Background: an optimization exercise with open tools, aiming at small area, a short achievable clock period and few clock cycles per item. Do not read the settings as production practice.
Function was checked by simulation only, so behaviour that the tests miss may differ from the original.
Power is estimated from default activity; no workload was simulated.

Setup of main:
Design tilt_eq, start of the top module:
module tilt_eq (
    input  wire        clk,
    input  wire        rst,           
    input  wire        cfg_we,
    input  wire [3:0]  cfg_addr,
    input  wire [31:0] cfg_wdata,
    input  wire        prep,          
    input  wire        in_valid,
    output wire        in_ready,
    input  wire        in_ch,
    input  wire [31:0] in_data,
    output reg         out_valid,
    output reg         out_ch,
    output reg  [31:0] out_data,
    output reg         idle
);
==> flow/config.mk <==
export PLATFORM = sky130hd
export DESIGN_NAME = tilt_eq
export DESIGN_NICKNAME = tilt_eq
export VERILOG_FILES = /design/flow/design.v
export SDC_FILE = /design/flow/constraint.sdc
export NUM_CORES = 4
export LEC_CHECK = 0
export CAP_MARGIN = 20
export CORE_MARGIN = 2
export CORE_UTILIZATION = 60
export CTS_CLUSTER_DIAMETER = 140
export CTS_CLUSTER_SIZE = 20
export SLEW_MARGIN = 20
==> flow/constraint.sdc <==
create_clock -name core_clock -period 22.0 [get_ports {clk}]
set_input_delay 4.4000 -clock core_clock [delete_from_list [all_inputs] [get_ports {clk}]]
set_output_delay 4.4000 -clock core_clock [all_outputs]
set_load 0.01 [all_outputs]
standard.sh (not shown) runs the stock make flow with config.mk's settings and CLKGATE_MAP_FILE= SYNTH_SCRIPT=/design/flow/synth_recipe.tcl, a recipe that flattens the netlist after the stock synthesis.
==> flow/flow/run.sh <==
#!/bin/bash
# Layout: the standard flow (standard.sh) on every step, with ORFS's
# timing repair asked to reach further than the clock period requires and
# given more freedom. flow/make_vars.txt lists the ORFS settings passed to
# make on top of the standard ones:
#   SETUP_SLACK_MARGIN    repair_timing's setup margin (ns)
#   TNS_END_PERCENT       share of the failing endpoints repair_timing works on
#   MATCH_CELL_FOOTPRINT  0 lets the resizer pick any drive strength
# The clock, the SDC and every other setting stay as the standard flow has
# them. make's full output goes to flow_make.log in this folder; each ORFS
# step also keeps its own log under orfs/logs/.
set -euo pipefail
mapfile -t VARS < <(grep -v '^[[:space:]]*$' flow/make_vars.txt)
bash standard.sh "${VARS[@]}" finish > flow_make.log 2>&1
==> flow/flow/make_vars.txt <==
SETUP_SLACK_MARGIN=17
TNS_END_PERCENT=5
Testbench counts of main, summed over its fixed seeds: cycles 79,988, items 6,601.
diff inputs: main => the feature branch
# main
export LEC_CHECK = 0
export CAP_MARGIN = 20
export CORE_MARGIN = 2
export CORE_UTILIZATION = 60
export CTS_CLUSTER_DIAMETER = 140
export CTS_CLUSTER_SIZE = 20
export SLEW_MARGIN = 20
create_clock -name core_clock -period 22.0 [get_ports {clk}]
# the feature branch
export LEC_CHECK = 0
export CAP_MARGIN = 10
export CORE_MARGIN = 2
export CORE_UTILIZATION = 60
export CTS_CLUSTER_DIAMETER = 140
export CTS_CLUSTER_SIZE = 20
export SLEW_MARGIN = 10
create_clock -name core_clock -period 22.0 [get_ports {clk}]
diff --git a/flow/flow/run.sh b/flow/flow/run.sh
--- a/flow/flow/run.sh
+++ b/flow/flow/run.sh
@@ -7,3 +7,3 @@
 #   TNS_END_PERCENT       share of the failing endpoints repair_timing works on
-#   MATCH_CELL_FOOTPRINT  0 lets the resizer pick any drive strength
+
 # The clock, the SDC and every other setting stay as the standard flow has
--- outcome ---
- Cell-internal power (higher): the feature branch
- Diff the feature branch..main | layout-stage area growth over the synthesis result | negligible
- Part of the cycle the worst path needs essentially unchanged between the feature branch and main.
- On post-CTS clock slew at the launch and capture registers of the worst setup and hold paths, the feature branch and main are neck and neck.
- Delta (the feature branch minus main): final cell count about even, iteration-0 DRC count of the detailed router went up 70, first-pass GRT wire length was more or less identical, sequential cell count of the final layout about even, post-route standard cell area excluding fillers flat.
- Routed wire length, the feature branch vs main: up slightly

tilt_eq, a different RTL version from the one above (not shown whole).
For scale: roughly 7300 cells after synthesis.
export LEC_CHECK = 0
export CAP_MARGIN = 20
export CORE_MARGIN = 2
export CORE_UTILIZATION = 60
export CTS_CLUSTER_DIAMETER = 140
export CTS_CLUSTER_SIZE = 20
export SLEW_MARGIN = 20
create_clock -name core_clock -period 22.0 [get_ports {clk}]
==> flow/flow/run.sh <==
#!/bin/bash
# Layout: the standard flow (standard.sh) on every step, with ORFS's
# timing repair asked to reach further than the clock period requires and
# given more freedom. flow/make_vars.txt lists the ORFS settings passed to
# make on top of the standard ones:
#   SETUP_SLACK_MARGIN    repair_timing's setup margin (ns)
#   TNS_END_PERCENT       share of the failing endpoints repair_timing works on

# The clock, the SDC and every other setting stay as the standard flow has
# them. make's full output goes to flow_make.log in this folder; each ORFS
# step also keeps its own log under orfs/logs/.
set -euo pipefail
mapfile -t VARS < <(grep -v '^[[:space:]]*$' flow/make_vars.txt)
bash standard.sh "${VARS[@]}" finish > flow_make.log 2>&1
==> flow/flow/make_vars.txt <==
SETUP_SLACK_MARGIN=18.5
TNS_END_PERCENT=5
Testbench counts at the start, summed over its fixed seeds: cycles 79,988, items 6,601.
Next try:
==> flow/flow/make_vars.txt (replaced) <==
SETUP_SLACK_MARGIN=17
TNS_END_PERCENT=20
The changed run finished with timing, DRC and antenna clean.
Final area went down by 0.99%.
Worst setup slack hardly moves.
Synthesized area is unchanged.
First-iteration DRC count went down by 5.9%.
Clock-buffer cell count stays the same.
Wire length went down by 2.1%.
Total power barely changes.
Sequential cell count is unchanged.
Critical path depth does not change.
Global-route usage stays flat.

run E:
tilt_eq again, from the RTL that the note above started with.
==> flow/config.mk <==
export PLATFORM = sky130hd
export DESIGN_NAME = tilt_eq
export DESIGN_NICKNAME = tilt_eq
export VERILOG_FILES = /design/flow/design.v
export SDC_FILE = /design/flow/constraint.sdc
export NUM_CORES = 4
export LEC_CHECK = 0
export CAP_MARGIN = 20
export CORE_MARGIN = 2
export CORE_UTILIZATION = 68
export CTS_CLUSTER_DIAMETER = 140
export CTS_CLUSTER_SIZE = 20
export SLEW_MARGIN = 20
==> flow/constraint.sdc <==
create_clock -name core_clock -period 22.0 [get_ports {clk}]
set_input_delay 4.4000 -clock core_clock [delete_from_list [all_inputs] [get_ports {clk}]]
set_output_delay 4.4000 -clock core_clock [all_outputs]
set_load 0.01 [all_outputs]
==> flow/flow/make_vars.txt <==
SETUP_SLACK_MARGIN=17
TNS_END_PERCENT=5
Scripts as last shown in full above: flow/flow/run.sh
Testbench counts of run E, summed over its fixed seeds: cycles 79,988, items 6,601.
The following lists how run R was set up differently from run E:
Settings: CORE_UTILIZATION: 68 -> 60.
==> comparison <==
Summary of run R over run E: effective utilization at floorplan decreased by 8.2 points relative to the old numbers; share of cells above drive strength 1 decreased by 0.45 points relative to the old numbers; number of clock-tree buffers in the layout increased by 0.92% relative to the old numbers.
Area of the multi-input gates, run E and run R, higher one = run E.
~same power in run E and run R

==> port drivers added, routing unchanged <==
The results above use ideal ports. As a check the final layouts listed here were re-extracted and re-timed, cells and wires unchanged.
Step 1 assumes that a clkbuf_16 drives the clock port and a buf_2 every other input.
Step 2 adds t to the input delays and takes it off the output delays; t is the mean of the earliest and latest rising clock arrival at the registers after step 1. Input paths then give back, and output paths get back, about the clock's delay inside the block.
Three values: ideal ports, drivers, drivers and shift; two values: the first two.
| run | t (ns) | setup slack, ns | worst setup path at the end | latest minus earliest clock arrival (ns) |
|---|---|---|---|---|
| main | 0.779 | 16.402 / 16.321 / 15.859 | input to register | 0.073 / 0.073 |
| the feature branch | 0.776 | 16.406 / 16.325 / 15.894 | input to register | 0.063 / 0.063 |
| the first run of note 2 | 0.739 | 16.451 / 16.370 / 16.023 | input to register | 0.040 / 0.040 |
| the second run of note 2 | 0.742 | 16.452 / 16.367 / 15.961 | input to register | 0.037 / 0.037 |
| run E | 0.747 | 16.436 / 16.368 / 15.744 | input to register | 0.069 / 0.068 |
| run R | 0.776 | 16.421 / 16.338 / 15.712 | input to register | 0.061 / 0.060 |
After both steps setup and hold are still met in every run listed. For run R, which loses most, drivers alone change the setup slack by -0.083 ns; drivers and shift together by -0.709 ns.
